What follows belongs to an exercise in optimizing a design on an open flow for small area, a short achievable clock period and few clock cycles; a production flow would make more cautious choices.
Only simulation tests tie the RTL to the original design; equivalence was not proved.
Power and IR drop assume default switching activity.

### design.v
module frame_engine (
    input  wire        clk,
    input  wire        rst,
    input  wire        req_valid,
    input  wire        req_we,
    input  wire [19:0] req_addr,
    input  wire [31:0] req_wdata,
    output wire        req_ack,
    output wire        resp_err,
    output wire [31:0] resp_rdata
);
  localparam [31:0] MAGIC = 32'hDEBB20E3;    
  localparam [2:0] R_OK        = 3'd0;
  localparam [2:0] R_TOOLARGE  = 3'd1;
  localparam [2:0] R_MALFORMED = 3'd2;
  localparam [2:0] R_CRCMIS    = 3'd3;
  localparam [2:0] R_UNKKIND   = 3'd4;
  localparam [2:0] R_IDEXH     = 3'd5;
  localparam [2:0] R_SEQERR    = 3'd6;
  localparam [2:0] R_ILLEGAL   = 3'd7;
  localparam [1:0] TX_IDLE = 2'd0, TX_BUILT = 2'd1, TX_SER = 2'd2;
  localparam [1:0] RX_IDLE = 2'd0, RX_INTRANSIT = 2'd1, RX_VALID = 2'd2, RX_INVALID = 2'd3;
  localparam [1:0] S_IDLE  = 2'd0;    
  localparam [1:0] S_BUILD = 2'd1;    
  localparam [1:0] S_DEC   = 2'd2;    
  localparam [1:0] S_EMB   = 2'd3;    
  reg [31:0] crc_acc;
  reg [2:0]  result;
  reg [31:0] err_a;
  reg [1:0]  eb_ph;        
  reg [31:0] err_b;
  always @(*) begin
    case (result)
      R_TOOLARGE:  err_b = 32'd32;
      R_MALFORMED: err_b = {8'd0, rx_wlen};
      R_CRCMIS:    err_b = ~rsnap;
      R_SEQERR:    err_b = {30'd0, eb_ph};
      default:     err_b = 32'd0;
    endcase
  end
  reg [16:0] next_id;
  reg [1:0]  txph;
  reg        tx_trunc;
  reg        tx_kind;
  reg [5:0]  tx_len;
  reg [31:0] tx_csum;
  reg [5:0]  tx_wlen;
  reg [23:0] rx_wlen;
  reg [1:0]  rxph;
  reg [15:0] rx_id;
  reg        rx_kind;
  reg [5:0]  rx_len;
  reg [31:0] rx_csum;      
  reg [8*32-1:0] pbuf;
  reg [8*32-1:0] tpay;
  reg [8*41-1:0] txbuf;
  reg [8*41-1:0] rxbuf;
  reg [8*32-1:0] rpbuf;
  reg [1:0]  st;
  reg [1:0]  ek;           
  reg [5:0]  tp;           
  reg [31:0] tcrc;
  reg [7:0]  tlast;
  reg [5:0]  rp;           
  reg [31:0] rcrc;
  reg [31:0] rsnap;
  reg        sbusy;        
  reg [5:0]  sidx;         
  wire [15:0] tx_id = (txph != TX_IDLE) ? (next_id[15:0] - 16'd1) : 16'd0;
  function [31:0] crc_byte;
    input [31:0] c;
    input [7:0]  b;
    integer k;
    reg [31:0] r;
    begin
      r = c ^ {24'd0, b};
      for (k = 0; k < 8; k = k + 1)
        r = r[0] ? ((r >> 1) ^ 32'hEDB88320) : (r >> 1);
      crc_byte = r;
    end
  endfunction
  function [31:0] hdr_crc;
    input [15:0] id;
    begin
      hdr_crc[0] = id[3] ^ id[6] ^ id[8] ^ id[9] ^ id[10] ^ id[11] ^ id[12] ^ id[14] ^ id[15];
      hdr_crc[1] = ~(id[4] ^ id[7] ^ id[9] ^ id[10] ^ id[11] ^ id[12] ^ id[13] ^ id[15]);
      hdr_crc[2] = id[5] ^ id[8] ^ id[10] ^ id[11] ^ id[12] ^ id[13] ^ id[14];
      hdr_crc[3] = id[6] ^ id[9] ^ id[11] ^ id[12] ^ id[13] ^ id[14] ^ id[15];
      hdr_crc[4] = id[0] ^ id[7] ^ id[10] ^ id[12] ^ id[13] ^ id[14] ^ id[15];
      hdr_crc[5] = ~(id[0] ^ id[1] ^ id[8] ^ id[11] ^ id[13] ^ id[14] ^ id[15]);
      hdr_crc[6] = ~(id[1] ^ id[2] ^ id[3] ^ id[6] ^ id[8] ^ id[10] ^ id[11]);
      hdr_crc[7] = ~(id[0] ^ id[2] ^ id[3] ^ id[4] ^ id[7] ^ id[9] ^ id[11] ^ id[12]);
      hdr_crc[8] = id[0] ^ id[1] ^ id[3] ^ id[4] ^ id[5] ^ id[8] ^ id[10] ^ id[12] ^ id[13];
      hdr_crc[9] = id[1] ^ id[2] ^ id[3] ^ id[4] ^ id[5] ^ id[8] ^ id[10] ^ id[12] ^ id[13] ^ id[15];
      hdr_crc[10] = id[2] ^ id[4] ^ id[5] ^ id[8] ^ id[10] ^ id[12] ^ id[13] ^ id[15];
      hdr_crc[11] = ~(id[0] ^ id[3] ^ id[5] ^ id[6] ^ id[9] ^ id[11] ^ id[13] ^ id[14]);
      hdr_crc[12] = id[1] ^ id[4] ^ id[6] ^ id[7] ^ id[10] ^ id[12] ^ id[14] ^ id[15];
      hdr_crc[13] = id[0] ^ id[2] ^ id[5] ^ id[7] ^ id[8] ^ id[11] ^ id[13] ^ id[15];
      hdr_crc[14] = id[1] ^ id[3] ^ id[6] ^ id[8] ^ id[9] ^ id[12] ^ id[14];
      hdr_crc[15] = id[2] ^ id[4] ^ id[7] ^ id[9] ^ id[10] ^ id[13] ^ id[15];
      hdr_crc[16] = ~(id[5] ^ id[6] ^ id[9] ^ id[12] ^ id[15]);
      hdr_crc[17] = id[6] ^ id[7] ^ id[10] ^ id[13];
      hdr_crc[18] = ~(id[7] ^ id[8] ^ id[11] ^ id[14]);
      hdr_crc[19] = ~(id[8] ^ id[9] ^ id[12] ^ id[15]);
      hdr_crc[20] = ~(id[3] ^ id[6] ^ id[8] ^ id[11] ^ id[12] ^ id[13] ^ id[14] ^ id[15]);
      hdr_crc[21] = id[0] ^ id[3] ^ id[4] ^ id[6] ^ id[7] ^ id[8] ^ id[10] ^ id[11] ^ id[13];
      hdr_crc[22] = ~(id[0] ^ id[1] ^ id[3] ^ id[4] ^ id[5] ^ id[6] ^ id[7] ^ id[10] ^ id[15]);
      hdr_crc[23] = ~(id[1] ^ id[2] ^ id[4] ^ id[5] ^ id[6] ^ id[7] ^ id[8] ^ id[11]);
      hdr_crc[24] = ~(id[0] ^ id[2] ^ id[5] ^ id[7] ^ id[10] ^ id[11] ^ id[14] ^ id[15]);
      hdr_crc[25] = id[1] ^ id[9] ^ id[10] ^ id[14];
      hdr_crc[26] = id[0] ^ id[2] ^ id[10] ^ id[11] ^ id[15];
      hdr_crc[27] = ~(id[0] ^ id[1] ^ id[6] ^ id[8] ^ id[9] ^ id[10] ^ id[14] ^ id[15]);
      hdr_crc[28] = ~(id[0] ^ id[1] ^ id[2] ^ id[3] ^ id[6] ^ id[7] ^ id[8] ^ id[12] ^ id[14]);
      hdr_crc[29] = ~(id[0] ^ id[1] ^ id[2] ^ id[3] ^ id[4] ^ id[7] ^ id[8] ^ id[9] ^ id[13] ^ id[15]);
      hdr_crc[30] = id[1] ^ id[2] ^ id[4] ^ id[5] ^ id[6] ^ id[11] ^ id[12] ^ id[15];
      hdr_crc[31] = id[2] ^ id[5] ^ id[7] ^ id[8] ^ id[9] ^ id[10] ^ id[11] ^ id[13] ^ id[14] ^ id[15];
    end
  endfunction
  function [31:0] hdr_fix;
    input       k;
    input [5:0] m;
    reg [31:0] a, b;
    begin
      case (m)
        6'd0: begin a = 32'h01C26A37; b = 32'h00000000; end
        6'd1: begin a = 32'hB8BC6765; b = 32'h01C26A37; end
        6'd2: begin a = 32'h3D6029B0; b = 32'hAA09C88B; end
        6'd3: begin a = 32'hCB5CD3A5; b = 32'h47A07AD0; end
        6'd4: begin a = 32'hA6770BB4; b = 32'h9B914216; end
        6'd5: begin a = 32'hCCAA009E; b = 32'h52382FA7; end
        6'd6: begin a = 32'h177B1443; b = 32'hC66F0987; end
        6'd7: begin a = 32'hEFC26B3E; b = 32'h64616DC9; end
        6'd8: begin a = 32'hC18EDFC0; b = 32'h13D740F4; end
        6'd9: begin a = 32'h9BA54C6F; b = 32'h7B4D3E85; end
        6'd10: begin a = 32'hDD96D985; b = 32'hEA37E861; end
        6'd11: begin a = 32'h9D0FE176; b = 32'hE7C9BFA3; end
        6'd12: begin a = 32'hB9FBDBE8; b = 32'h2AF5912D; end
        6'd13: begin a = 32'hAE689191; b = 32'hFC0E720C; end
        6'd14: begin a = 32'h87A6CB43; b = 32'h2082F6AB; end
        6'd15: begin a = 32'hEF52B6E1; b = 32'hC68233D5; end
        6'd16: begin a = 32'hD7E28058; b = 32'h2EA35C18; end
        6'd17: begin a = 32'h65673B46; b = 32'hC4A0BB52; end
        6'd18: begin a = 32'h9FDA839E; b = 32'h2A08DDA9; end
        6'd19: begin a = 32'h172864C0; b = 32'h30FA900F; end
        6'd20: begin a = 32'h9B73EAD4; b = 32'hF556D941; end
        6'd21: begin a = 32'h81256527; b = 32'h9A5DCD0B; end
        6'd22: begin a = 32'hA58B900E; b = 32'hCF562D6D; end
        6'd23: begin a = 32'hE71DA697; b = 32'h9647DBC6; end
        6'd24: begin a = 32'h6E8C1B41; b = 32'hFF7B76C4; end
        6'd25: begin a = 32'h01B5FD1D; b = 32'hF27A669E; end
        6'd26: begin a = 32'h6307D924; b = 32'h159BC302; end
        6'd27: begin a = 32'h3C60E308; b = 32'h8D1C23CB; end
        6'd28: begin a = 32'h0EE7E8D1; b = 32'hB919AE23; end
        6'd29: begin a = 32'hF1DA05AA; b = 32'hAC39800D; end
        6'd30: begin a = 32'h36F290F3; b = 32'hB7024D82; end
        6'd31: begin a = 32'h24825136; b = 32'h35F370B2; end
        6'd32: begin a = 32'hCF9E17C8; b = 32'h4B6C3346; end
        default: begin a = 32'h0; b = 32'h0; end
      endcase
      hdr_fix = (k ? a : 32'h0) ^ b;
    end
  endfunction
  wire [2:0]  win     = req_addr[19:17];
  wire [5:0]  bi      = req_addr[5:0];
  wire        hz      = (req_addr[16:6] == 11'd0);
  wire        lt32    = hz & ~bi[5];
  wire        lt41    = hz & (bi < 6'd41);
  wire        in_regs = (win == 3'd0) & (req_addr[16:7] == 10'd0) & (req_addr[6:0] < 7'h4C);
  wire        reg_ok  = in_regs & (req_addr[1:0] == 2'b00);
  wire [4:0]  rn      = req_addr[6:2];
  wire        a_pb    = (win == 3'd1) & lt32;
  wire        a_tx    = (win == 3'd2) & lt41;
  wire        a_rx    = (win == 3'd3) & lt41;
  wire        a_rp    = (win == 3'd4) & lt32;
  wire        a_cmd   = reg_ok & (rn == 5'd0);
  wire        a_buf   = a_pb | a_tx | a_rx | a_rp;
  wire        acc_ok  = (reg_ok & (~req_we | (rn == 5'd0))) | a_pb | a_rx | ((a_tx | a_rp) & ~req_we);
  wire idle = (st == S_IDLE);
  wire hold = sbusy & ((a_cmd & req_we) | (a_tx & (bi >= sidx)));
  wire go   = idle & req_valid & ~hold;
  wire w_cmd = go & req_we & a_cmd;
  wire w_pb  = go & req_we & a_pb;
  wire w_rx  = go & req_we & a_rx;
  wire [7:0]  op  = req_wdata[7:0];
  wire [23:0] arg = req_wdata[31:8];
  wire c_crc_init  = (op == 8'h01) && (arg == 24'd0);
  wire c_crc_byte  = (op == 8'h02) && (req_wdata[31:16] == 16'd0);
  wire c_build     = (op == 8'h10) || (op == 8'h11);
  wire c_serialize = (op == 8'h12) && (arg == 24'd0);
  wire c_recv      = (op == 8'h20);
  wire c_decode    = (op == 8'h21) && (arg == 24'd0);
  wire [15:0] rx_decl = rxbuf[39:24];
  wire [5:0]  eidx    = rx_decl[5:0] + 6'd5 + {4'd0, ek};
  reg  [2:0]  iwin;
  reg  [5:0]  iidx;
  always @(*) begin
    case (st)
      S_IDLE:  begin iwin = 3'd0; iidx = 6'd0; end
      S_BUILD: begin iwin = 3'd1; iidx = tp;   end
      S_DEC:   begin iwin = 3'd3; iidx = rp;   end
      default: begin iwin = 3'd3; iidx = eidx; end
    endcase
  end
  wire [2:0]  mwin = win | iwin;
  wire [5:0]  midx = bi | iidx;
  function [7:0] sel_b;
    input [8*41-1:0] v;
    input [5:0] i;
    input integer n;
    integer k;
    begin
      sel_b = 8'd0;
      for (k = 0; k < 41; k = k + 1)
        if (k < n) sel_b = sel_b | (v[8*k +: 8] & {8{i == k}});
    end
  endfunction
  wire [7:0] pb_b = sel_b({72'd0, pbuf}, midx, 32);
  wire [7:0] rp_b = sel_b({72'd0, rpbuf}, midx, 32);
  wire [7:0] tx_b = sel_b(txbuf, midx, 41);
  wire [7:0] rx_b = sel_b(rxbuf, midx, 41);
  reg  [7:0] mb;
  always @(*) begin
    case (mwin)
      3'd1:    mb = pb_b;
      3'd2:    mb = tx_b;
      3'd3:    mb = rx_b;
      3'd4:    mb = rp_b;
      default: mb = 8'd0;
    endcase
  end
  reg [31:0] reg_rdata;
  always @(*) begin
    case (rn)
      5'd1:  reg_rdata = {22'd0, tx_trunc, next_id[16], rxph, txph, 1'b0, result};
      5'd2:  reg_rdata = err_a;
      5'd3:  reg_rdata = err_b;
      5'd4:  reg_rdata = 32'd32;
      5'd5:  reg_rdata = {15'd0, next_id};
      5'd6:  reg_rdata = crc_acc;
      5'd7:  reg_rdata = ~crc_acc;
      5'd8:  reg_rdata = {16'd0, tx_id};
      5'd9:  reg_rdata = {31'd0, tx_kind};
      5'd10: reg_rdata = {26'd0, tx_len};
      5'd11: reg_rdata = tx_csum;
      5'd12: reg_rdata = {26'd0, tx_wlen};
      5'd13: reg_rdata = {8'd0, rx_wlen};
      5'd14: reg_rdata = {16'd0, rx_id};
      5'd15: reg_rdata = {31'd0, rx_kind};
      5'd16: reg_rdata = {26'd0, rx_len};
      5'd17: reg_rdata = rx_csum;
      5'd18: reg_rdata = rx_csum;
      default: reg_rdata = 32'd0;
    endcase
  end
  assign resp_err   = ~acc_ok;
  assign resp_rdata = req_we ? 32'd0 : ((reg_ok ? reg_rdata : 32'd0) | {24'd0, a_buf ? mb : 8'd0});
  wire [31:0] hcrc = hdr_crc(next_id[15:0]);
  wire        u_tx    = idle ? ((win == 3'd1) | (a_cmd & c_build)) : (st == S_BUILD);
  wire        u_acc   = idle & a_cmd;
  wire        u_first = idle ? (bi == 6'd0) : (rp == 6'd0);
  wire [31:0] u_state = u_tx ? tcrc : u_acc ? crc_acc : (u_first ? 32'hFFFFFFFF : rcrc);
  wire [7:0]  u_byte  = u_tx ? tlast : u_acc ? req_wdata[15:8] : (idle ? req_wdata[7:0] : mb);
  wire [31:0] u_out   = crc_byte(u_state, u_byte);
  wire        b_kind  = op[0];
  wire        b_big   = (arg > 24'd32);
  wire        b_trunc = ~b_kind & arg[5];
  wire [5:0]  b_m     = b_trunc ? 6'd31 : arg[5:0];
  wire        b_zero  = (b_m == 6'd0);
  wire        b_full  = (tp == b_m);
  wire        b_ready = b_zero | ((tp != 6'd0) & (b_full | (tp == b_m + 6'd1)));
  wire [31:0] b_csum  = ~((b_zero ? hcrc : b_full ? u_out : tcrc) ^ hdr_fix(b_kind, b_m));
  wire        d_seq   = (rxph != RX_INTRANSIT);
  wire        d_short = (rx_wlen < 24'd5);
  wire        l_small = (rx_decl[15:6] == 10'd0);
  wire [5:0]  l6      = rx_decl[5:0];
  wire        d_mal   = ~(l_small & (l6 <= 6'd32) & (rx_wlen[23:6] == 18'd0) & (rx_wlen[5:0] == l6 + 6'd9));
  wire        d_ready = (rp == rx_decl[5:0] + 6'd9);
  wire        d_match = (rcrc == MAGIC);
  wire        d_kind  = (rxbuf[23:16] > 8'd1);
  wire        r_stop  = (rp > 6'd4) & l_small & ({1'b0, rp} == {1'b0, l6} + 7'd9);
  wire        r_snap  = (rp > 6'd4) & l_small & ({1'b0, rp} == {1'b0, l6} + 7'd5);
  wire slow_build  = c_build & ~next_id[16] & ~b_big & ~b_ready;
  wire slow_decode = c_decode & ~d_seq & ~d_short & ~d_mal & ~(d_ready & d_match);
  reg  done;
  always @(*) begin
    case (st)
      S_IDLE:  done = ~hold & ~(a_cmd & req_we & (slow_build | slow_decode));
      S_BUILD: done = b_ready;
      S_DEC:   done = d_ready & d_match;
      default: done = (ek == 2'd3);
    endcase
  end
  assign req_ack = req_valid & ~rst & done;
  wire do_build  = req_valid & ((w_cmd & c_build & ~next_id[16] & ~b_big & b_ready) |
                                ((st == S_BUILD) & b_ready));
  wire dec_ok    = req_valid & ((w_cmd & c_decode & ~d_seq & ~d_short & ~d_mal) | (st == S_DEC)) &
                   d_ready & d_match & ~d_kind;
  wire [5:0] s_off = sidx - 6'd5;
  wire [1:0] s_cb  = s_off[1:0] - tx_len[1:0];
  reg  [7:0] s_pay;
  integer q;
  always @(*) begin
    s_pay = 8'd0;
    for (q = 0; q < 32; q = q + 1)
      s_pay = s_pay | (tpay[8*q +: 8] & {8{s_off[4:0] == q}});
  end
  reg  [7:0] s_byte;
  always @(*) begin
    case (sidx)
      6'd0: s_byte = tx_id[7:0];
      6'd1: s_byte = tx_id[15:8];
      6'd2: s_byte = {7'd0, tx_kind};
      6'd3: s_byte = {2'd0, tx_len};
      6'd4: s_byte = 8'd0;
      default: s_byte = (s_off < tx_len) ? s_pay : tx_csum[8*s_cb +: 8];
    endcase
  end
  genvar j;
  generate
    for (j = 0; j < 32; j = j + 1) begin : g_p
      always @(posedge clk) begin
        if (w_pb && bi == j) pbuf[8*j +: 8] <= req_wdata[7:0];
        if (do_build) tpay[8*j +: 8] <= pbuf[8*j +: 8];
        if (dec_ok && j < rx_decl[5:0]) rpbuf[8*j +: 8] <= rxbuf[8*(j+5) +: 8];
      end
    end
    for (j = 0; j < 41; j = j + 1) begin : g_f
      always @(posedge clk)
        if (w_rx && bi == j) rxbuf[8*j +: 8] <= req_wdata[7:0];
      always @(posedge clk)
        if (sbusy && sidx == j)
          txbuf[8*j +: 8] <= s_byte & ((j == 2) ? 8'h01 : (j == 3) ? 8'h3F : (j == 4) ? 8'h00 : 8'hFF);
    end
  endgenerate
  always @(posedge clk) begin
    if (rst) begin
      crc_acc  <= 32'hFFFFFFFF;
      result   <= R_OK;
      err_a    <= 32'd0;
      eb_ph    <= 2'd0;
      next_id  <= 17'd1;
      txph     <= TX_IDLE;
      tx_trunc <= 1'b0;
      tx_kind  <= 1'b0;
      tx_len   <= 6'd0;
      tx_csum  <= 32'd0;
      tx_wlen  <= 6'd0;
      rx_wlen  <= 24'd0;
      rxph     <= RX_IDLE;
      rx_id    <= 16'd0;
      rx_kind  <= 1'b0;
      rx_len   <= 6'd0;
      rx_csum  <= 32'd0;
      st       <= S_IDLE;
      ek       <= 2'd0;
      sbusy    <= 1'b0;
      sidx     <= 6'd0;
      tp       <= 6'd0;
      rp       <= 6'd0;
    end else begin
      if (sbusy) begin
        sidx <= sidx + 6'd1;
        if (sidx == tx_len + 6'd8) sbusy <= 1'b0;
      end
      if (w_pb) begin
        if (bi == 6'd0) begin
          tcrc  <= hcrc;
          tlast <= req_wdata[7:0];
          tp    <= 6'd1;
        end else if (bi == tp) begin
          tcrc  <= u_out;
          tlast <= req_wdata[7:0];
          tp    <= tp + 6'd1;
        end else if (bi + 6'd1 == tp) begin
          tlast <= req_wdata[7:0];
        end else if (bi < tp) begin
          tp    <= 6'd0;
        end
      end
      if (w_rx) begin
        if (bi == 6'd0) begin
          rcrc <= u_out;
          rp   <= 6'd1;
        end else if (bi == rp && !r_stop) begin
          if (r_snap && result == R_CRCMIS) begin
            rp   <= 6'd0;        
          end else begin
            rcrc <= u_out;
            rp   <= rp + 6'd1;
            if (r_snap) rsnap <= rcrc;
          end
        end else if (bi < rp) begin
          rp   <= 6'd0;
        end
      end
      case (st)
        S_IDLE: begin
          if (w_cmd) begin
            result <= R_OK;
            err_a  <= 32'd0;
            if (c_crc_init) begin
              crc_acc <= 32'hFFFFFFFF;
            end else if (c_crc_byte) begin
              crc_acc <= u_out;
            end else if (c_build) begin
              if (next_id[16]) begin
                tx_kind <= 1'b0; tx_len <= 6'd0; tx_csum <= 32'd0;
                tx_trunc <= 1'b0; txph <= TX_IDLE;
                result <= R_IDEXH;
                tp <= 6'd0;
              end else if (b_big) begin
                next_id <= next_id + 17'd1;
                tx_kind <= 1'b0; tx_len <= 6'd0; tx_csum <= 32'd0;
                tx_trunc <= 1'b0; txph <= TX_IDLE;
                result <= R_TOOLARGE;
                err_a  <= {8'd0, arg};
                tp <= 6'd0;
              end else if (b_ready) begin
                next_id  <= next_id + 17'd1;
                tx_kind  <= b_kind;
                tx_len   <= b_m;
                tx_trunc <= b_trunc;
                tx_csum  <= b_csum;
                txph     <= TX_BUILT;
                tp       <= 6'd0;
              end else begin
                st <= S_BUILD;
                if (tp > b_m) tp <= 6'd0;    
              end
            end else if (c_serialize) begin
              if (txph != TX_BUILT) begin
                result <= R_SEQERR;
                err_a  <= 32'h00000012;
                eb_ph  <= txph;
              end else begin
                tx_wlen <= tx_len + 6'd9;
                txph    <= TX_SER;
                sbusy   <= 1'b1;
                sidx    <= 6'd0;
              end
            end else if (c_recv) begin
              rx_wlen <= arg;
              rxph    <= RX_INTRANSIT;
            end else if (c_decode) begin
              if (d_seq) begin
                result <= R_SEQERR;
                err_a  <= 32'h00000021;
                eb_ph  <= rxph;
              end else if (d_short) begin
                rx_id <= 16'd0; rx_kind <= 1'b0; rx_len <= 6'd0;
                rx_csum <= 32'd0; rxph <= RX_INVALID;
                result <= R_MALFORMED;
              end else if (d_mal) begin
                rx_id <= 16'd0; rx_kind <= 1'b0; rx_len <= 6'd0;
                rx_csum <= 32'd0; rxph <= RX_INVALID;
                result <= R_MALFORMED;
                err_a  <= {16'd0, rx_decl};
              end else if (!d_ready) begin
                st <= S_DEC;
              end else if (!d_match) begin
                st <= S_EMB;
                ek <= 2'd0;
              end else if (d_kind) begin
                rx_id <= 16'd0; rx_kind <= 1'b0; rx_len <= 6'd0;
                rx_csum <= 32'd0; rxph <= RX_INVALID;
                result <= R_UNKKIND;
                err_a  <= {24'd0, rxbuf[23:16]};
              end else begin
                rx_id   <= rxbuf[15:0];
                rx_kind <= rxbuf[16];
                rx_len  <= rx_decl[5:0];
                rx_csum <= ~rsnap;
                rxph    <= RX_VALID;
              end
            end else begin
              result <= R_ILLEGAL;
              err_a  <= req_wdata;
            end
          end
        end
        S_BUILD: begin
          if (b_ready) begin
            next_id  <= next_id + 17'd1;
            tx_kind  <= b_kind;
            tx_len   <= b_m;
            tx_trunc <= b_trunc;
            tx_csum  <= b_csum;
            txph     <= TX_BUILT;
            tp       <= 6'd0;
            st       <= S_IDLE;
          end else begin
            tcrc  <= (tp == 6'd0) ? hcrc : u_out;
            tlast <= mb;
            tp    <= tp + 6'd1;
          end
        end
        S_DEC: begin
          if (d_ready) begin
            if (!d_match) begin
              st <= S_EMB;
              ek <= 2'd0;
            end else begin
              st <= S_IDLE;
              if (d_kind) begin
                rx_id <= 16'd0; rx_kind <= 1'b0; rx_len <= 6'd0;
                rx_csum <= 32'd0; rxph <= RX_INVALID;
                result <= R_UNKKIND;
                err_a  <= {24'd0, rxbuf[23:16]};
              end else begin
                rx_id   <= rxbuf[15:0];
                rx_kind <= rxbuf[16];
                rx_len  <= rx_decl[5:0];
                rx_csum <= ~rsnap;
                rxph    <= RX_VALID;
              end
            end
          end else begin
            rcrc <= u_out;
            rp   <= rp + 6'd1;
            if (r_snap) rsnap <= rcrc;
          end
        end
        default: begin    
          err_a <= {mb, err_a[31:8]};
          ek    <= ek + 2'd1;
          if (ek == 2'd3) begin
            rx_id <= 16'd0; rx_kind <= 1'b0; rx_len <= 6'd0;
            rx_csum <= 32'd0; rxph <= RX_INVALID;
            result <= R_CRCMIS;
            st     <= S_IDLE;
          end
        end
      endcase
    end
  end
endmodule
### run.sh
#!/bin/bash
# synth_recipe.tcl (not shown) runs the flow's synth.tcl, then flattens the netlist and writes it again
# the make line also repeats each setting of config.mk as NAME=value (left out here)
make -C /OpenROAD-flow-scripts/flow DESIGN_CONFIG=/design/flow/config.mk WORK_HOME=/design/flow/orfs CLKGATE_MAP_FILE= SYNTH_SCRIPT=/design/flow/synth_recipe.tcl finish
### config.mk
export PLATFORM = sky130hd
export DESIGN_NAME = frame_engine
export DESIGN_NICKNAME = frame_engine
export VERILOG_FILES = /design/flow/design.v
export SDC_FILE = /design/flow/constraint.sdc
export NUM_CORES = 4
export LEC_CHECK = 0
export CAP_MARGIN = 20
export CORE_MARGIN = 2
export CORE_UTILIZATION = 45
export SETUP_SLACK_MARGIN = 4
export SLEW_MARGIN = 20
### constraint.sdc
create_clock -name core_clock -period 10.0 [get_ports {clk}]
set_input_delay 2.0000 -clock core_clock [delete_from_list [all_inputs] [get_ports {clk}]]
set_output_delay 2.0000 -clock core_clock [all_outputs]
set_load 0.01 [all_outputs]
==> results.py, run 1 <==
metrics = {
    "die": {
        "core-area_sq_um": 183000,
        "std_cell_rows": 157,
        "dieArea_sq_um": 188000,
        "start_util": 0.454,
        "die_h_um": 434,
        "die_x_um": 434,
        "io_pins": 90,
    },
    "placement": {
        "portBuffers": 89,
        "dpl.hpwl_mm": 338,
        "place.gp.congestion": 1.11,
        "place_ws_ns": -0.0547,
    },
    "synth": {
        "netlist_area_sq_um": 83200,
        "yosysWarnings": 1,
        "ys_ff_latch": 1749,
        "synth-async-reset-ratio": 0,
        "synth_edf_count": 1511,
        "syn_nets": 7421,
        "synth_cells": 7277,
        "ys_seq_area_frac": 0.602,
        "synth_cell_type_count": 116,
        "synth_ff_type": "edfxtp_1",
        "syn_avg_cell_area_sq_um": 11.4,
    },
    "routing": {
        "route.detailed.drc": 0,
        "wire_per_inst_um": 46.4,
        "vias_per_cell": 7.36,
        "routed_wirelength_mm": 489,
        "drt_iter0_markers": 15500,
        "drtAntennaViolNets": 0,
        "vias": 77600,
        "dr.pass1.iters": 9,
    },
    "clock_network": {
        "numCtsBuffers": 189,
        "cts_hold_buf": 0,
        "ctsHtreeMaxLevel": 4,
        "clkLatencyLatePin_ns": 0.90,
        "clk_pin_slew_ns": 0.06,
        "cts.sinks": 1749,
        "cts-root-buf": "clkbuf_16",
        "tritoncts": "done",
        "cts_buffer_depth": 3,
    },
    "layout": {
        "fin_nets": 8050,
        "multi_input_area_sq_um": 34200,
        "regArea_sq_um": 50100,
        "drive_above_1_share": 0.231,
        "area_growth_pct": 24.7,
        "num-fill-cells": 15600,
    },
    "power": {
        "sw_frac_of_total": 0.269,
        "intPower_mw": 13.1,
        "p_switching_mw": 4.80,
        "p_per_area_nw_per_um2": 172,
        "power.clock.fraction": 0.419,
        "seqPwrFrac": 0.443,
        "peakVddDrop_uv": 174,
        "p_leak_nw": 35.0,
        "p_comb_frac": 0.138,
        "finalPower_mw": 17.9,
    },
    "sta": {
        "max_freq_mhz": 127,
        "maxSlewViolCount": 0,
        "finalSetupViolCount": 0,
        "worst_slew_pin_slew_ns": 1.25,
        "final_hold_viol_count": 0,
        "period_needed_ns": 7.87,
        "finalClockSkew_ns": 0.0928,
        "period_share": 0.787,
        "slew_headroom": 0.164,
        "grt_setup_unrepaired": "yes",
        "fin_ws_ns": 2.13,
    },
    "setup_path": {
        "critical_path_arrival_ns": 5.87,
        "cp-start-kind": "flop",
        "cp-end-kind": "output pin",
        "path_class": "flop to output pin",
        "cp.required_ns": 8.00,
        "path_max_fanout": 30,
    },
    "worst_hold_path": {
        "min_path_type": "flop to flop",
    },
    "run": {
        "maxCapViolCount": 0,
    },
    "global_routing": {
        "grt_max_degree": 116,
        "antenna_found_initial": 40,
        "grt_pass1_vias": 69500,
        "track_usage": 0.503,
        "grt_pass1_wl_mm": 636,
        "overflow": 0,
    },
    "run_status": {
        "outcome": "complete, no violations",
    },
}
flip-flops by register name (all words and copies together) (netlist names), 3 cells and up:
register,cells
rpbuf,256
txbuf,311
rx_csum,32
tx_csum,32
rcrc,32
result,3
tpay,256
next_id,17
pbuf,256
sidx,6
tcrc,32
tx_len,6
rx_id,16
tp,6
rxbuf,328
rsnap,32
rp,6
tlast,8
rx_wlen,24
err_a,32
crc_acc,32
tx_wlen,6
rx_len,6
cells in the mapped netlist (all sizes together) (30+ instances only):
| library cell | count | area [sq um] |
|---|---|---|
| nor2b | 30 | 188 |
| dfxtp | 238 | 4760 |
| a222oi | 56 | 561 |
| a31oi | 74 | 463 |
| a221oi | 135 | 1230 |
| nand2 | 794 | 3000 |
| nor2 | 656 | 2470 |
| ha | 86 | 1080 |
| inv | 68 | 255 |
| nor4 | 54 | 408 |
| clkbuf | 353 | 1330 |
| xor2 | 90 | 837 |
| and3 | 43 | 269 |
| a22o | 98 | 858 |
| mux2i | 99 | 1010 |
| o22ai | 145 | 907 |
| xnor2 | 204 | 1840 |
| buf | 182 | 903 |
| o21ai | 365 | 1830 |
| a32oi | 49 | 429 |
| o211ai | 47 | 358 |
| o31ai | 31 | 251 |
| nand3 | 201 | 1020 |
| nor3 | 164 | 873 |
| a22oi | 282 | 2120 |
| edfxtp | 1511 | 45400 |
| mux2 | 79 | 890 |
| a21oi | 533 | 2670 |
| nand4 | 77 | 482 |
| a211oi | 96 | 743 |
path summary, 6_finish.rpt:
kind | from | endpoint | slack [ns] | cells past startpoint
min reg2reg | rxbuf[265] | rpbuf[225] | 0.44 | 0
max reg2reg | st[1] | tx_csum[18] | 3.20 | 26
max | st[1] | resp_rdata[5] | 2.13 | 16
min | rxbuf[265] | rpbuf[225] | 0.44 | 0
through the flow:
step	utilization	TNS, ns	instances	hold WS, ns	area, sq um
after floorplan	-	0	7277	0.417	83700
after global placement	0.490	-1.34	9813	0.423	90000
after detailed placement	0.491	-0.0547	9817	0.430	90000
after global routing	0.566	0	10500	0.453	104000
final	0.566	0	10500	0.438	104000
after CTS	0.549	0	10400	0.428	101000
area by class of cell:
class / instances / share of cell area
Clock buffer: 235 / 0.0491
Tap cell: 2464 / 0.0297
Multi-Input combinational cell: 4924 / 0.330
Inverter: 76 / 0.00329
Timing Repair Buffer: 966 / 0.0911
Antenna cell: 15 / 0.000362
Clock inverter: 118 / 0.0136
Sequential cell: 1749 / 0.483
logic make-up after synthesis:
logic type	synth area share
compound gates	0.178
simple gates	0.117
flops	0.602
buf+inv	0.0302
xor+xnor	0.0338
mux	0.0261
fa+ha+maj	0.0134
worst max-delay path: stages (launching register included):
cell	delay (ns)
dfxtp_4	0.76
nor2b_2	0.56
a221oi_4	0.13
buf_12	0.18
buf_6	0.12
and2_1	0.22
and3_1	0.19
o211ai_1	0.53
nand4_1	0.41
a2111oi_4	0.30
a31oi_1	0.12
buf_4	0.24
a211oi_4	0.57
buf_6	0.19
and2_4	0.20
o22ai_4	0.11
buf_2	0.18
metal layers:
| metal | track usage | up-vias | wire, um |
|---|---|---|---|
| met5 | 0.0156 | - | 759 |
| met4 | 0.364 | 36 | 47700 |
| met3 | 0.205 | 2024 | 77300 |
| met2 | 0.693 | 7829 | 194000 |
| met1 | 0.633 | 38400 | 170000 |
| li1 | - | 29400 | - |
timing repair:
item / CTS / global route
setup endpoints to repair: 1420 / 686
pin swaps: 148 / 131
gates cloned: 13 / 9
buffers inserted: 203 / 136
resized for setup: 614 / 393
power groups by stage:
stage,Clock [mW],Sequential [mW],Combinational [mW]
2_1_floorplan,0,8.06,0.857
3_3_place_gp,0,8.07,1.71
3_5_place_dp,0,8.07,1.72
4_1_cts,7.45,7.91,2.05
5_1_grt,7.71,7.91,2.46
6_report,7.49,7.92,2.47
cells in the final DEF (no fill, tap or decap), drive strengths merged, types with 24 or more instances in the layout:
cell type     n
dfxtp       238
mux2i        99
inv          73
clkbuf      248
a31oi        74
bufinv       24
buf         916
a22o         98
a32oi        49
nor2        656
a222oi       56
o31ai        31
mux2         79
edfxtp     1511
nand2       797
or3          29
nand4        77
o21ai       365
o22ai       145
xor2         90
xnor2       204
nor3        164
nand3       201
ha           86
nand2b       29
clkinv       91
o211ai       47
a211oi       96
nor4         54
a221oi      135
nor2b        30
a22oi       282
and3         43
o32ai        24
a21oi       533
and2         26
Testbench counts, summed over its fixed seeds: cycles 18,676.
==> run 2: changes to the inputs <==
--- a/config.mk
+++ b/config.mk
@@ -8,5 +8,5 @@
 export CAP_MARGIN = 20
 export CORE_MARGIN = 2
-export CORE_UTILIZATION = 45
-export SETUP_SLACK_MARGIN = 4
+export CORE_UTILIZATION = 40
+export SETUP_SLACK_MARGIN = 3
 export SLEW_MARGIN = 20
==> run 2 against run 1 <==
Net effect: flip-flop and latch count is the same; core utilization fell by 7.0 points; design area decreased by 1.1%; via count fell by 1.7%; synthesized area is the same; fmax shrank 0.85%; wire length rose by 2.5%; first-iteration DRC count shrank 4.3%; global-route usage decreased by 4.2 points; still clean on timing, DRC and antenna; register-to-register slack got worse by 0.24 ns.
==> results.py, run 2 <==
metrics = {
    "power": {
        "p_per_area_nw_per_um2": 170,
        "sw_frac_of_total": 0.272,
        "seqPwrFrac": 0.454,
        "p_switching_mw": 4.74,
        "peakVddDrop_uv": 197,
        "finalPower_mw": 17.4,
        "p_comb_frac": 0.124,
        "intPower_mw": 12.7,
        "p_leak_nw": 34.2,
        "power.clock.fraction": 0.422,
    },
    "clock_network": {
        "clkLatencyLatePin_ns": 0.93,
        "clk_pin_slew_ns": 0.06,
        "cts_buffer_depth": 3,
        "cts.sinks": 1749,
        "numCtsBuffers": 189,
        "ctsHtreeMaxLevel": 4,
        "cts-root-buf": "clkbuf_16",
        "cts_hold_buf": 0,
        "tritoncts": "done",
    },
    "synth": {
        "synth_common_cells": "edfxtp_1 (1511), nand2_1 (790), nor2_1 (652), a21oi_1 (532), clkbuf_1 (353)",
        "synth_top_family_by_area": "compound AO/OA/AOI/OAI gates",
        "synth_compound_area_frac": 0.178,
        "netlist_area_sq_um": 83200,
        "synth-async-reset-ratio": 0,
        "yosys.area.top_type": "edfxtp_1",
        "yosysWarnings": 1,
        "synthAdderAreaFrac": 0.0134,
        "ys_ff_latch": 1749,
        "synth_edf_count": 1511,
        "synthSimpleGateAreaFrac": 0.117,
        "synth_area_leaders": "edfxtp_1 (55%), dfxtp_1 (5.7%), nand2_1 (3.6%)",
        "syn_nets": 7421,
        "synth_cells": 7277,
        "syn_avg_cell_area_sq_um": 11.4,
        "ys_seq_area_frac": 0.602,
        "synth.most_common_cell": "edfxtp_1",
        "synth_top_area_frac": 0.545,
        "synth.area.mux_share": 0.0261,
        "synth_ff_type": "edfxtp_1",
        "synthXorXnorAreaFrac": 0.0338,
        "synth_cell_type_count": 116,
    },
    "sta": {
        "period_needed_ns": 7.94,
        "finalClockSkew_ns": 0.0923,
        "finalSetupTns_ns": 0,
        "max_freq_mhz": 126,
        "slew_headroom": 0.125,
        "fin_ws_ns": 2.06,
        "worst_slew_pin_slew_ns": 1.31,
        "final_hold_viol_count": 0,
        "finalSetupViolCount": 0,
        "grt_setup_unrepaired": "yes",
        "maxSlewViolCount": 0,
        "period_share": 0.794,
        "whs_ns": 0.422,
    },
    "global_routing": {
        "grt_pass1_vias": 69000,
        "overflow": 0,
        "antenna_found_initial": 61,
        "grt_pass1_wl_mm": 652,
        "track_usage": 0.461,
        "grt_max_degree": 87,
    },
    "die": {
        "dieArea_sq_um": 212000,
        "die_h_um": 460,
        "io_pins": 90,
        "core-area_sq_um": 207000,
        "die_x_um": 460,
        "std_cell_rows": 167,
        "start_util": 0.402,
    },
    "setup_path": {
        "cp.required_ns": 8.00,
        "cp-end-kind": "output pin",
        "path_class": "flop to output pin",
        "critical_path_arrival_ns": 5.94,
        "path_max_fanout": 12,
        "cp-start-kind": "flop",
    },
    "layout": {
        "drive_above_1_share": 0.208,
        "stdcell_area_sq_um": 103000,
        "fin_nets": 7972,
        "top_regs": "rxbuf: 328 flops, txbuf: 311 flops",
        "regArea_sq_um": 50100,
        "largest_register": "rxbuf",
        "utilization": 0.496,
        "num-fill-cells": 18600,
        "final_common_cell": "edfxtp_1",
        "area_growth_pct": 23.4,
        "fin_cells": 10800,
        "mostFrequentLayoutCells": "edfxtp_1 (1511), nand2_1 (773), buf_4 (632), nor2_1 (600), a21oi_1 (511)",
        "largest_reg_flops": 328,
        "multi_input_area_sq_um": 33700,
    },
    "routing": {
        "wire_per_inst_um": 46.4,
        "drtAntennaViolNets": 0,
        "dr.pass1.iters": 7,
        "routed_wirelength_mm": 501,
        "drt_iter0_markers": 14900,
        "route.detailed.drc": 0,
        "vias": 76300,
        "vias_per_cell": 7.06,
    },
    "placement": {
        "portBuffers": 89,
        "dp.cells": 10200,
        "place.gp.congestion": 1.11,
        "dpl.hpwl_mm": 351,
        "place_ws_ns": 0.0363,
        "dpl_cell_area_sq_um": 90700,
    },
    "run": {
        "maxCapViolCount": 0,
    },
    "worst_hold_path": {
        "min_path_type": "flop to flop",
    },
    "run_status": {
        "outcome": "complete, no violations",
    },
}
-- run 2: cell types whose count changed in the layout (fill, tap and decap cells not counted), sizes merged, moves of 7 or more --
cell           change
diode             +19
bufbuf             +7
clkdlybuf4s50     +17
dlygate4sd2       +26
dlymetal6s2s      -14
buf              -105
-- run 2: cell families after synthesis --
| group | after synthesis |
|---|---|
| simple gates | 2165 |
| compound gates | 2174 |
| fa+ha+maj | 88 |
| xor+xnor | 300 |
| mux | 190 |
| buf+inv | 611 |
| flops | 1749 |
-- run 2: layout make-up --
cell class | count | area share
Sequential cell | 1749 | 0.488
Multi-Input combinational cell | 4923 | 0.328
Timing Repair Buffer | 889 | 0.0840
Clock buffer | 238 | 0.0490
Tap cell | 2788 | 0.0340
Clock inverter | 118 | 0.0132
Inverter | 76 | 0.00300
Antenna cell | 34 | 0.000828
-- run 2: power by group through the flow --
stage	clock network [mW]	logic [mW]	registers (mW)
final	7.34	2.16	7.91
after global routing	7.60	2.15	7.91
after CTS	7.32	2.00	7.91
after detailed placement	0	1.81	8.07
after global placement	0	1.80	8.07
after floorplan	0	0.831	8.06
-- run 2: path summary, 6_finish.rpt --
kind,startpoint,to,slack [ns],cells past startpoint
setup reg to reg,sidx[2],txbuf[97],2.96,15
hold / removal,pbuf[95],tpay[95],0.42,0
hold reg to reg,pbuf[95],tpay[95],0.42,0
setup / recovery,rxbuf[24],resp_rdata[7],2.06,23
-- run 2: repair_timing --
item	4_1_cts	5_1_grt
resized for setup	609	119
pin swaps	138	74
buffers inserted	182	34
gates cloned	20	1
setup endpoints to repair	406	64
-- run 2: metal layers --
layer,GRT usage,wire length [um],vias to the layer above,part of all wire
li1,-,-,29300,-
met1,0.575,176000,38200,0.35
met2,0.665,209000,7093,0.42
met3,0.156,70100,1684,0.14
met4,0.339,46200,38,0.092
met5,0,246,-,0.00049
-- run 2: worst max-delay path, cell delays in order, from the launching register on --
cell	delay (ns)
edfxtp_1	0.35
buf_8	0.11
clkinvlp_4	0.12
ha_4	0.19
inv_2	0.05
fa_2	0.44
mux2_4	0.33
a211o_4	0.43
buf_6	0.15
buf_4	0.13
buf_4	0.14
a221oi_4	0.24
buf_12	0.17
nand2_1	0.05
buf_4	0.28
o211ai_1	0.63
nor4_4	0.10
buf_6	0.18
o221ai_2	0.18
buf_6	0.21
nor2_4	0.06
o22ai_4	0.27
buf_6	0.15
buf_6	0.09
==> run 3: changes to the inputs <==
--- a/config.mk
+++ b/config.mk
@@ -8,5 +8,5 @@
 export CAP_MARGIN = 20
 export CORE_MARGIN = 2
-export CORE_UTILIZATION = 40
+export CORE_UTILIZATION = 47
 export SETUP_SLACK_MARGIN = 3
 export SLEW_MARGIN = 20
==> run 3 against run 2 <==
Net effect: still clean on timing, DRC and antenna; cell count fell by 4.2%; sequential power barely moved; die area fell by 15%; non-clock buffer count rose by 3; synthesized area did not move; combinational power fell by 5%; critical endpoint is now resp_rdata[2]; largest cell class unchanged.
==> results.py, run 3 <==
metrics = {
    "run_status": {
        "outcome": "complete, no violations",
    },
    "setup_path": {
        "path_class": "input port to output pin",
        "cp-end-kind": "output pin",
        "path_max_fanout": 9,
        "cp-start-kind": "input port",
        "cp.required_ns": 8.00,
        "critical_path_arrival_ns": 5.80,
    },
    "power": {
        "sw_frac_of_total": 0.271,
        "peakVddDrop_uv": 167,
        "power.clock.fraction": 0.420,
        "p_comb_frac": 0.119,
        "seqPwrFrac": 0.461,
        "intPower_mw": 12.5,
        "p_per_area_nw_per_um2": 170,
        "p_switching_mw": 4.66,
        "p_leak_nw": 33.8,
    },
    "routing": {
        "drt_iter0_markers": 17100,
        "wire_per_inst_um": 46.8,
        "dr.pass1.iters": 14,
        "routed_wirelength_mm": 485,
        "drtAntennaViolNets": 0,
        "vias_per_cell": 7.55,
        "vias": 78300,
        "route.detailed.drc": 0,
    },
    "die": {
        "die_h_um": 425,
        "std_cell_rows": 154,
        "die_x_um": 425,
        "core-area_sq_um": 176000,
        "io_pins": 90,
        "start_util": 0.473,
        "dieArea_sq_um": 181000,
    },
    "synth": {
        "synth_ff_type": "edfxtp_1",
        "synth_area_leaders": "edfxtp_1 (55%), dfxtp_1 (5.7%), nand2_1 (3.6%)",
        "synth-async-reset-ratio": 0,
        "synth_cell_type_count": 116,
        "syn_nets": 7421,
        "syn_avg_cell_area_sq_um": 11.4,
        "synth_cells": 7277,
        "ys_seq_area_frac": 0.602,
        "synth_edf_count": 1511,
        "ys_ff_latch": 1749,
        "yosys.area.top_type": "edfxtp_1",
        "yosysWarnings": 1,
        "synth.most_common_cell": "edfxtp_1",
        "netlist_area_sq_um": 83200,
        "synth_top_area_frac": 0.545,
        "synth_common_cells": "edfxtp_1 (1511), nand2_1 (790), nor2_1 (652), a21oi_1 (532), clkbuf_1 (353)",
    },
    "layout": {
        "regArea_sq_um": 50100,
        "fin_cells": 10400,
        "area_growth_pct": 21.5,
        "top_regs": "rxbuf: 328 flops, txbuf: 311 flops",
        "largest_register": "rxbuf",
        "largest_reg_flops": 328,
        "fin_nets": 7973,
        "num-fill-cells": 14800,
        "multi_input_area_sq_um": 33100,
        "drive_above_1_share": 0.202,
        "mostFrequentLayoutCells": "edfxtp_1 (1511), nand2_1 (772), buf_4 (669), nor2_1 (599), a21oi_1 (520)",
        "final_common_cell": "edfxtp_1",
    },
    "global_routing": {
        "overflow": 0,
        "grt_pass1_wl_mm": 633,
        "track_usage": 0.522,
        "antenna_found_initial": 43,
        "grt_pass1_vias": 70000,
        "grt_max_degree": 114,
    },
    "sta": {
        "finalSetupTns_ns": 0,
        "finalClockSkew_ns": 0.106,
        "maxSlewViolCount": 0,
        "finalSetupViolCount": 0,
        "fin_ws_ns": 2.20,
        "worst_slew_pin_slew_ns": 1.35,
        "max_freq_mhz": 128,
        "period_needed_ns": 7.80,
        "grt_setup_unrepaired": "yes",
        "period_share": 0.780,
        "final_hold_viol_count": 0,
        "slew_headroom": 0.0990,
    },
    "clock_network": {
        "cts-root-buf": "clkbuf_16",
        "cts_buffer_depth": 3,
        "clkLatencyLatePin_ns": 0.93,
        "ctsHtreeMaxLevel": 4,
        "numCtsBuffers": 187,
        "tritoncts": "done",
        "cts.sinks": 1749,
        "clk_pin_slew_ns": 0.06,
        "cts_hold_buf": 0,
    },
    "worst_hold_path": {
        "min_path_type": "flop to flop",
    },
    "placement": {
        "place.gp.congestion": 1.16,
        "portBuffers": 89,
        "dpl.hpwl_mm": 339,
        "dp.cells": 9738,
        "place_ws_ns": 0.220,
    },
    "run": {
        "maxCapViolCount": 0,
    },
}
==> run 3: worst max-delay path, cell delays in order <==
cell	delay, ns
buf_4	0.14
a221oi_2	0.17
buf_4	0.19
o211ai_1	0.26
buf_4	0.24
buf_4	0.14
buf_4	0.20
nor3_4	0.23
buf_4	0.39
nand3_1	0.45
o2111ai_1	0.39
nor4_4	0.12
o21ai_1	0.13
buf_4	0.19
nor3_4	0.06
o22ai_2	0.29
buf_2	0.19
==> run 3: area by class of cell <==
| cell class | count | share of cell area |
|---|---|---|
| Clock inverter | 128 | 0.0138 |
| Multi-Input combinational cell | 4923 | 0.327 |
| Sequential cell | 1749 | 0.496 |
| Inverter | 76 | 0.00301 |
| Antenna cell | 31 | 0.000767 |
| Tap cell | 2340 | 0.0290 |
| Timing Repair Buffer | 892 | 0.0824 |
| Clock buffer | 222 | 0.0481 |
==> run 3: power by group through the flow <==
stage / registers, mW / clock network (mW) / logic (mW)
floorplan: 8.06 / 0 / 0.831
global placement: 8.07 / 0 / 1.71
detailed placement: 8.07 / 0 / 1.71
CTS: 7.91 / 7.16 / 1.87
global route: 7.91 / 7.45 / 2.03
finish: 7.92 / 7.22 / 2.05
==> run 3: timing repair <==
item	4_1_cts	5_1_grt
buffers inserted	164	57
cloned	16	3
pin swaps	121	74
setup endpoints to repair	156	41
gates resized for setup	517	112
==> run 3: cells by family (layout without fill, tap and decap cells) <==
kind of cell / after synthesis / count (layout) / share of synthesized area
AO/OA/AOI/OAI: 2174 / 2175 / 0.178
AND/OR/NAND/NOR: 2165 / 2169 / 0.117
flip-flops: 1749 / 1749 / 0.602
buffers and inverters: 611 / 1318 / 0.0302
XOR/XNOR: 300 / 300 / 0.0338
multiplexers: 190 / 191 / 0.0261
adder cells (fa/ha/maj): 88 / 88 / 0.0134
other: 0 / 31 / 0
==> run 3: final timing paths <==
| path | end | cells past startpoint | startpoint | slack (ns) |
|---|---|---|---|---|
| max | resp_rdata[2] | 17 | req_addr[5] | 2.20 |
| min reg2reg | rpbuf[114] | 0 | rxbuf[154] | 0.44 |
| max reg2reg | tx_csum[1] | 30 | rxbuf[24] | 2.88 |
| min | rpbuf[114] | 0 | rxbuf[154] | 0.44 |
==> run 3: metrics by stage <==
stage | hold slack, ns | instance area (sq um) | power [mW] | util
final | 0.442 | 101000 | 17.2 | 0.574
after global routing | 0.451 | 101000 | 17.4 | 0.574
after CTS | 0.431 | 99900 | 16.9 | 0.567
after detailed placement | 0.429 | 89900 | 9.79 | 0.511
after global placement | 0.423 | 89800 | 9.78 | 0.510
after floorplan | 0.417 | 83300 | 8.89 | -
==> run 3: per-layer routing <==
metal,share of wire,track usage,up-vias
met4,0.093,0.365,48
met1,0.34,0.645,38200
met3,0.18,0.262,2110
met2,0.39,0.702,8628
met5,0.0018,0.0101,-
li1,-,-,29200

## separate check: timing with driven ports
The results above use ideal ports. As a check the final layouts listed here were re-extracted and re-timed, cells and wires unchanged.
Step 1 sets driving cells, clkbuf_16 on the clock port and buf_2 on the other inputs (assumed; they add their load-dependent delay and slew).
Step 2 also shifts input and output timing later by t, the mid clock arrival at the registers, as if the neighbouring blocks saw the same clock.
a / b / c = ideal ports / drivers / drivers and shift; a / b = the first two.
| run | t (ns) | setup slack, ns | hold WS [ns] | worst setup path at the end |
|---|---|---|---|---|
| run 1 | 0.952 | 2.130 / 2.029 / 2.045 | 0.438 / 0.438 / 0.438 | input to output |
| run 2 | 0.980 | 2.063 / 1.965 / 2.034 | 0.422 / 0.422 / 0.422 | input to output |
| run 3 | 0.970 | 2.196 / 2.117 / 2.008 | 0.442 / 0.442 / 0.442 | input to register |
After both steps every run listed still meets setup and hold. The setup slack of run 3, which loses most, moves by -0.079 ns with the drivers and by -0.188 ns with both steps.
